Context: an optimization exercise on an open-source flow, tuned for small area, a short achievable clock period and few clock cycles. The choices shown serve that exercise and are no tape-out recipe. RTL that was checked went through simulation tests only; none was proved equivalent to the original.

==> inputs of run a <==
## ppe_top
module ppe_top (
    input  wire        clk,
    input  wire        rst,
    input  wire        reg_we,
    input  wire [3:0]  reg_waddr,
    input  wire [31:0] reg_wdata,
    input  wire [3:0]  reg_raddr,
    output reg  [31:0] reg_rdata,
    output wire        src_req,
    output wire [32:0] src_addr,
    input  wire        src_ack,
    input  wire [15:0] src_data,
    output wire        dst_we,
    output wire [31:0] dst_addr,
    output wire [31:0] dst_wdata,
    input  wire        dst_ack
);
==> flow/config.mk <==
export PLATFORM = sky130hd
export DESIGN_NAME = ppe_top
export DESIGN_NICKNAME = ppe_top
export VERILOG_FILES = /design/flow/design.v
export SDC_FILE = /design/flow/constraint.sdc
export NUM_CORES = 4
export LEC_CHECK = 0
export CAP_MARGIN = 20
export CORE_MARGIN = 2
export CORE_UTILIZATION = 40
export SLEW_MARGIN = 20
==> flow/constraint.sdc <==
create_clock -name core_clock -period 13.0 [get_ports {clk}]
set_input_delay 2.6000 -clock core_clock [delete_from_list [all_inputs] [get_ports {clk}]]
set_output_delay 2.6000 -clock core_clock [all_outputs]
set_load 0.01 [all_outputs]
standard.sh (not shown) runs the stock make flow with config.mk's settings and CLKGATE_MAP_FILE= SYNTH_SCRIPT=/design/flow/synth_recipe.tcl, a recipe that flattens the netlist after the stock synthesis.
==> flow/flow/run.sh <==
#!/bin/bash
# The standard layout (standard.sh: the standard synthesis, floorplan, power
# grid, placement, CTS and routing, unchanged) with two settings of the timing
# repair: each port's buffer is a buf_4 rather than the resizer's default pick,
# and repair_timing aims for extra setup slack. The SDC and clock period are
# the standard flow's. ORFS writes each step's full log under orfs/logs; make's own output
# goes to standard.log here.
set -euo pipefail
export BUFFER_PORTS_ARGS="-buffer_cell sky130_fd_sc_hd__buf_4"
export SETUP_SLACK_MARGIN=6.5
bash standard.sh finish > standard.log 2>&1
==> run b: changes against run a <==
--- a/flow/design.v
+++ b/flow/design.v
@@ -50,16 +50,13 @@
     wire [3:0]  dep = cmd[27:24];
     wire [7:0]  fmt = cmd[7:0];
     wire [15:0] val = cmd[15:0];
     wire [2:0]  f   = fmt[2:0];
     wire fmt_known = (fmt[7:3] == 5'd0) && (f != 3'd0);
-    wire f_rgb8 = (f == 3'd1) || (f == 3'd2);
-    wire f_yuv8 = (f == 3'd3);
-    wire f_r210 = (f == 3'd4);
-    wire f_r12  = (f == 3'd6) || (f == 3'd7);
-    wire d8     = (f == 3'd1) || (f == 3'd2) || (f == 3'd3);
-    wire d10    = (f == 3'd4) || (f == 3'd5);
+    reg f_rgb8, f_yuv8, f_r210, f_r12, f_big;
+    wire [2:0] wf = reg_wdata[2:0];
+    wire d8 = f_rgb8 || f_yuv8;
     function [11:0] clamp;
         input [15:0] s;
         input [3:0]  d;
         begin
             case (d)
@@ -75,15 +72,25 @@
     endfunction
     wire [30:0] w = width[30:0];
     wire [30:0] h = height[30:0];
     wire w_bad = width[31]  || (w == 31'd0);
     wire h_bad = height[31] || (h == 31'd0);
-    wire [8:0] m9a = {3'd0, stride[7:2]} + {3'd0, stride[13:8]} + {3'd0, stride[19:14]}
-                   + {3'd0, stride[25:20]} + {3'd0, stride[31:26]};
-    wire [6:0] m9b = {4'd0, m9a[8:6]} + {1'b0, m9a[5:0]};
-    wire st_mod9 = (m9b == 7'd0) || (m9b == 7'd9) || (m9b == 7'd18) || (m9b == 7'd27) ||
-                   (m9b == 7'd36) || (m9b == 7'd45) || (m9b == 7'd54) || (m9b == 7'd63);
+    function [11:0] csa63;           
+        input [5:0] a, b, c;
+        reg   [5:0] cy;
+        begin
+            cy    = (a & b) | (a & c) | (b & c);
+            csa63 = {cy[4:0], cy[5], a ^ b ^ c};
+        end
+    endfunction
+    wire [11:0] m1 = csa63(stride[7:2], stride[13:8], stride[19:14]);
+    wire [11:0] m2 = csa63(m1[5:0], m1[11:6], stride[25:20]);
+    wire [11:0] m3 = csa63(m2[5:0], m2[11:6], stride[31:26]);
+    wire [6:0]  m4 = {1'b0, m3[5:0]} + {1'b0, m3[11:6]};
+    wire [5:0]  m5 = m4[5:0] + {5'd0, m4[6]};
+    wire st_mod9 = (m5 == 6'd0) || (m5 == 6'd9) || (m5 == 6'd18) || (m5 == 6'd27) ||
+                   (m5 == 6'd36) || (m5 == 6'd45) || (m5 == 6'd54) || (m5 == 6'd63);
     wire nz1 = w[0];
     wire nz3 = (w[2:0] != 3'd0);
     wire nz6 = (w[5:0] != 6'd0);
     wire [33:0] fa_ = f_yuv8 ? {2'd0, w[30:1], 2'b00}
                     : f_r210 ? {1'b0, w[30:6], 8'd0}
@@ -95,32 +102,38 @@
                     : (f_r12 && nz3)  ? 34'd36 : 34'd0;
     wire [33:0] fs  = fa_ + fb_ + fc_;
     wire misalign = (stride[1:0] != 2'b00) ||
                     (f_r210 && (stride[7:2] != 6'd0)) ||
                     (f_r12 && !st_mod9);
-    wire [33:0] diff   = {2'b00, stride} - fa_ - fb_ - fc_;      
+    wire [33:0] diff   = {2'b00, stride} - fs;                   
     wire        st_lt  = diff[33];
     wire        fs_ovf = (fs[33:32] != 2'b00);
     reg [4:0] mi;            
+    reg       m_done;        
     reg       ovf;           
     reg [4:0] h_msb;
     integer i;
     always @(*) begin
         h_msb = 5'd0;
         for (i = 0; i < 31; i = i + 1)
             if (h[i]) h_msb = i[4:0];
     end
     wire [4:0]  mi_m1  = mi - 5'd1;
-    wire        h_bit  = h[mi_m1];
-    wire [33:0] acc_n  = {1'b0, rv, 1'b0} + (h_bit ? {2'b00, stride} : 34'd0);
+    wire        h_bit  = h[mi];
+    wire        add1   = m_done || run;
+    wire [33:0] add_a  = add1 ? {2'b00, rv} : {1'b0, rv, 1'b0};
+    wire [33:0] add_b  = run    ? {34{1'b1}}
+                       : m_done ? {2'b11, ~dst_len}
+                       : (h_bit ? {2'b00, stride} : 34'd0);
+    wire [33:0] acc_n  = add_a + add_b;
     wire        ovf_n  = ovf || (acc_n[33:32] != 2'b00);
-    wire        m_done = (mi == 5'd0);
-    wire        too_small = ovf || (rv > dst_len);
+    wire        too_small = ovf || !acc_n[33];
     reg [32:0] src_idx;      
     reg [31:0] dst_ptr;      
     reg [30:0] xr;           
     reg        lt_r, mis_r;  
+    reg [31:0] gap_r;        
     reg        chk2;         
     reg [1:0]  c;            
     reg [5:0]  q;            
     reg        pad;          
     reg        nr;           
@@ -227,15 +240,12 @@
     assign src_req   = run && !pad;
     assign src_addr  = src_idx;
     assign dst_we    = vv && v_emit;
     assign dst_addr  = dst_ptr;
     wire [31:0] word  = S | (v_pad ? 32'd0 : placed) | (f_rgb8 ? 32'hFF00_0000 : 32'd0);
-    wire        f_big = f_r210 || (f == 3'd6);
     assign dst_wdata = f_big ? bswap(word) : word;
-    wire [31:0] ptr_next = dst_ptr + (v_nr ? stride : 32'd4)
-                         - (v_nr ? fa_[31:0] : 32'd0) - (v_nr ? fb_[31:0] : 32'd0)
-                         - (v_nr ? fc_[31:0] : 32'd0);
+    wire [31:0] ptr_next = dst_ptr + (v_nr ? gap_r : 32'd4);
     wire v_adv   = vv && !(v_emit && !dst_ack);
     wire v_free  = !vv || v_adv;
     wire rd_adv  = run && !pad && src_ack && v_free;
     wire pad_adv = run && pad && v_free;
     task finish;
@@ -262,10 +272,15 @@
         end
     end
     always @(posedge clk) begin
         if (rst) begin
             cmd      <= 32'd0;
+            f_rgb8   <= 1'b0;
+            f_yuv8   <= 1'b0;
+            f_r210   <= 1'b0;
+            f_r12    <= 1'b0;
+            f_big    <= 1'b0;
             width    <= 32'd0;
             height   <= 32'd0;
             stride   <= 32'd0;
             dst_len  <= 32'd0;
             rv       <= 32'd0;
@@ -284,23 +299,30 @@
                     A_DST_LEN: dst_len <= reg_wdata;
                     default: ;
                 endcase
             end
             if (launch) begin
+                f_rgb8 <= (wf == 3'd1) || (wf == 3'd2);
+                f_yuv8 <= (wf == 3'd3);
+                f_r210 <= (wf == 3'd4);
+                f_r12  <= (wf == 3'd6) || (wf == 3'd7);
+                f_big  <= (wf == 3'd4) || (wf == 3'd6);    
                 chk  <= 1'b1;
                 done <= 1'b0;
                 err  <= 4'd0;
                 rv   <= stride;          
                 ovf  <= 1'b0;
-                mi   <= h_msb;
+                mi   <= h_msb - 5'd1;
+                m_done <= (h_msb == 5'd0);
                 chk2 <= 1'b0;
             end
             if (chk) begin
                 src_idx <= 33'd0;
                 dst_ptr <= 32'd0;
                 xr      <= w;
                 lt_r    <= st_lt;
+                gap_r   <= diff[31:0];
                 mis_r   <= misalign;
                 chk2    <= 1'b1;
                 c       <= 2'd0;
                 q       <= 6'd0;
                 pad     <= 1'b0;
@@ -308,10 +330,11 @@
                 S       <= 32'd0;
                 if (!m_done) begin
                     rv  <= acc_n[31:0];
                     ovf <= ovf_n;
                     mi  <= mi_m1;
+                    if (mi == 5'd0) m_done <= 1'b1;
                 end
                 if (op == 4'd1) begin
                     if (cmd[23:16] != 8'd0 || !(dep == 4'd8 || dep == 4'd10 || dep == 4'd12))
                         finish(E_ILLEGAL, cmd);
                     else
@@ -389,11 +412,11 @@
                 end
                 if (row_done) begin
                     if (rv == 32'd1)
                         run <= 1'b0;
                     else begin
-                        rv  <= rv - 32'd1;
+                        rv  <= acc_n[31:0];      
                         xr  <= w;
                         c   <= 2'd0;
                         q   <= 6'd0;
                         pad <= 1'b0;
                         nr  <= 1'b1;
==> flow/flow/run.sh (replaced) <==
#!/bin/bash
# The standard layout (standard.sh: the standard synthesis, floorplan, power
# grid, placement, CTS and routing, unchanged) with two settings of the timing
# repair: each port's buffer is a buf_2 rather than the resizer's default pick
# (the repair upsizes the ones on critical paths), and repair_timing aims for
# extra setup slack. The SDC and clock period are the standard flow's. ORFS writes each
# step's full log under orfs/logs; make's own output goes to standard.log here.
set -euo pipefail
export BUFFER_PORTS_ARGS="-buffer_cell sky130_fd_sc_hd__buf_2"
export SETUP_SLACK_MARGIN=6.6
bash standard.sh finish > standard.log 2>&1
- CTS_BUF_LIST: default -> sky130_fd_sc_hd__clkbuf_4
==> run c: changes against run a <==
--- a/flow/design.v
+++ b/flow/design.v
@@ -24,12 +24,11 @@
     reg [31:0] rv;           
     reg        done;
     reg [3:0]  err;
     reg        chk;          
     reg        run;          
-    reg        vv;           
-    wire busy = chk | run | vv;
+    wire busy = chk | run;
     wire [31:0] status = {24'd0, err, 2'b00, done, busy};
     wire        ok     = (err == 4'd0);
     always @(*) begin
         case (reg_raddr)
             A_CMD:      reg_rdata = cmd;
@@ -123,18 +122,10 @@
     reg [1:0]  c;            
     reg [5:0]  q;            
     reg        pad;          
     reg        nr;           
     reg [31:0] S;            
-    reg [11:0] V;            
-    reg        v_emit;       
-    reg        v_pad;        
-    reg        v_nr;         
-    reg        v_last;       
-    reg [1:0]  v_c;
-    reg        v_odd;
-    reg [2:0]  v_p;
     wire last_px = (xr == 31'd1);
     wire        sat = (src_data[15:12] != 4'd0) ||
                       (!f_r12 && (src_data[11:10] != 2'd0)) ||
                       (d8 && (src_data[9:8] != 2'd0));
     wire [2:0]  p   = q[2:0];            
@@ -194,13 +185,13 @@
                           2'd0:    pl = {16'd0, v[7:0], 8'd0};
                           2'd1:    pl = {24'd0, v[7:0]};
                           default: pl = {8'd0, v[7:0], 16'd0};
                       endcase
                 3'd4: case (cc)                      
-                    2'd0:    pl = {2'b00, v[9:0], 20'd0};
-                    2'd1:    pl = {12'd0, v[9:0], 10'd0};
-                    default: pl = {22'd0, v[9:0]};
+                    2'd0:    pl = bswap({2'b00, v[9:0], 20'd0});
+                    2'd1:    pl = bswap({12'd0, v[9:0], 10'd0});
+                    default: pl = bswap({22'd0, v[9:0]});
                 endcase
                 3'd5: case (cc)                      
                     2'd0:    pl = {12'd0, v[9:0], 10'd0};
                     2'd1:    pl = {22'd0, v[9:0]};
                     default: pl = {2'b00, v[9:0], 20'd0};
@@ -214,32 +205,33 @@
                         3'd4: pl = {4'd0, v, 16'd0};
                         3'd5: begin pl = {v[3:0], 28'd0}; lo = {24'd0, v[11:4]}; end
                         3'd6: pl = {12'd0, v, 8'd0};
                         default: pl = {v, 20'd0};
                     endcase
+                    if (ff == 3'd6) begin
+                        pl = bswap(pl);
+                        lo = bswap(lo);
+                    end
                 end
             endcase
             place = {pl, lo};
         end
     endfunction
-    wire [63:0] pl      = place(f, v_c, v_odd, v_p, V);
-    wire [31:0] placed  = pl[63:32];
-    wire [31:0] lefto   = pl[31:0];
+    wire [63:0] pl_raw  = place(f, c, q[0], p, src_data[11:0]);
+    wire [63:0] pl_ones = place(f, c, q[0], p, 12'hFFF);
+    wire [31:0] placed  = pl_raw[63:32] | (sat ? pl_ones[63:32] : 32'd0);
+    wire [31:0] lefto   = pl_raw[31:0]  | (sat ? pl_ones[31:0]  : 32'd0);
     assign src_req   = run && !pad;
     assign src_addr  = src_idx;
-    assign dst_we    = vv && v_emit;
+    assign dst_we    = run && (pad || (emit_r && src_ack));
     assign dst_addr  = dst_ptr;
-    wire [31:0] word  = S | (v_pad ? 32'd0 : placed) | (f_rgb8 ? 32'hFF00_0000 : 32'd0);
-    wire        f_big = f_r210 || (f == 3'd6);
-    assign dst_wdata = f_big ? bswap(word) : word;
-    wire [31:0] ptr_next = dst_ptr + (v_nr ? stride : 32'd4)
-                         - (v_nr ? fa_[31:0] : 32'd0) - (v_nr ? fb_[31:0] : 32'd0)
-                         - (v_nr ? fc_[31:0] : 32'd0);
-    wire v_adv   = vv && !(v_emit && !dst_ack);
-    wire v_free  = !vv || v_adv;
-    wire rd_adv  = run && !pad && src_ack && v_free;
-    wire pad_adv = run && pad && v_free;
+    assign dst_wdata = S | (pad ? 32'd0 : placed) | (f_rgb8 ? 32'hFF00_0000 : 32'd0);
+    wire [31:0] ptr_next = dst_ptr + (nr ? stride : 32'd4)
+                         - (nr ? fa_[31:0] : 32'd0) - (nr ? fb_[31:0] : 32'd0)
+                         - (nr ? fc_[31:0] : 32'd0);
+    wire rd_adv  = !pad && src_ack && (!emit_r || dst_ack);
+    wire pad_adv = pad && dst_ack;
     task finish;
         input [3:0]  e;
         input [31:0] res;
         begin
             err  <= e;
@@ -271,11 +263,10 @@
             rv       <= 32'd0;
             done     <= 1'b0;
             err      <= 4'd0;
             chk      <= 1'b0;
             run      <= 1'b0;
-            vv       <= 1'b0;
         end else begin
             if (host_wr) begin
                 case (reg_waddr)
                     A_CMD:     cmd     <= reg_wdata;
                     A_WIDTH:   width   <= reg_wdata;
@@ -346,32 +337,16 @@
                     end
                 end else begin
                     finish(E_ILLEGAL, cmd);
                 end
             end
-            if (v_adv) begin
-                S <= v_emit ? (v_pad ? 32'd0 : lefto) : (S | placed);
-                if (v_nr || v_emit)
-                    dst_ptr <= ptr_next;
-                if (v_last)
-                    finish(E_NONE, fs[31:0]);
-            end
-            if (v_free)
-                vv <= rd_adv || pad_adv;
-            if (rd_adv || pad_adv) begin
-                V      <= src_data[11:0] | {12{sat}};
-                v_emit <= pad || emit_r;
-                v_pad  <= pad;
-                v_nr   <= nr;
-                v_last <= row_done && (rv == 32'd1);
-                v_c    <= c;
-                v_odd  <= q[0];
-                v_p    <= p;
-            end
             if (run) begin
                 if (rd_adv) begin
+                    S       <= emit_r ? lefto : (S | placed);
                     src_idx <= src_idx + ((f_yuv8 && q[0]) ? 33'd3 : 33'd1);
+                    if (nr || emit_r)
+                        dst_ptr <= ptr_next;
                     nr <= 1'b0;
                     c <= pix_end ? 2'd0 : c + 2'd1;
                     if (f_r12)
                         q <= (q[4:0] == 5'd23) ? 6'd0 : q + 6'd1;
                     else if (pix_end)
@@ -380,18 +355,20 @@
                         xr <= xr - 31'd1;
                     if (row_vend && !row_done)
                         pad <= 1'b1;
                 end
                 if (pad_adv) begin
+                    S       <= 32'd0;
+                    dst_ptr <= dst_ptr + 32'd4;
                     if (f_r210)
                         q <= q + 6'd1;
                     else
                         q <= {1'b0, next_emit12(q[4:0])} + 6'd1;
                 end
                 if (row_done) begin
                     if (rv == 32'd1)
-                        run <= 1'b0;
+                        finish(E_NONE, fs[31:0]);
                     else begin
                         rv  <= rv - 32'd1;
                         xr  <= w;
                         c   <= 2'd0;
                         q   <= 6'd0;
==> flow/run.sh (new file) <==
#!/bin/bash
# synth_recipe.tcl (not shown) runs the flow's synth.tcl, then flattens the netlist and writes it again
# the make line also repeats each setting of config.mk as NAME=value (left out here)
make -C /OpenROAD-flow-scripts/flow DESIGN_CONFIG=/design/flow/config.mk WORK_HOME=/design/flow/orfs CLKGATE_MAP_FILE= SYNTH_SCRIPT=/design/flow/synth_recipe.tcl finish
removed: flow/flow/run.sh
removed: flow/standard.sh
==> run summary <==
post-synthesis mux area share: 0.0479
M3 GR Usage: 0.0831
status: complete, no violations
top cell type's share of synthesized area: 0.183
Initial DRC Count: 4095
-- figures above: run b

==> run summary <==
status: complete, no violations
Initial DRC Count: 4563
adder-cell share of the synthesized area: 0.155
top cell type's share of synthesized area: 0.144
Post-synth top cells: nand2_1 (750), a21oi_1 (435), inv_1 (337)
vias per cell: 6.29
fraction of area in multi-input gates: 0.589
post-synthesis mux area share: 0.0214
-- figures above: run a

==> run summary <==
status: complete, no violations
post-synthesis mux area share: 0.0245
M3 GR Usage: 0.0858
die area: 93900 sq um
top cell type's share of synthesized area: 0.121
-- figures above: run c

Testbench counts of run a, summed over its fixed seeds: cycles 41,631.
Testbench counts of run c, summed over its fixed seeds: cycles 41,519.
No functional check of the RTL was part of run b.

separate check: timing with driven ports:
Ports are ideal in the flow. The routed layouts listed here were re-timed in OpenROAD. Step 1: set_driving_cell puts a clkbuf_16 on clk and a buf_2 on each other input, an assumption about the parent block. Step 2 moves the port delays by t, midway between the first and last clock arrival at a register: inputs arrive t later, outputs are due t later. That takes back most of the time a late clock gives input paths. Three values: no drivers, after step 1, after step 2; two values: the first two.
| run | t, ns | setup WS [ns] | worst slew at a driven data input, ns |
|---|---|---|---|
| run a | 0.697 | 6.402 / 6.352 / 6.352 | 0.10 |
| run b | 1.056 | 6.486 / 6.423 / 6.423 | 0.09 |
| run c | 0.686 | 4.524 / 4.500 / 4.500 | 0.06 |
After both steps every run listed still meets setup and hold. The setup slack of run b, which loses most, moves by -0.063 ns with the drivers and by -0.063 ns with both steps.
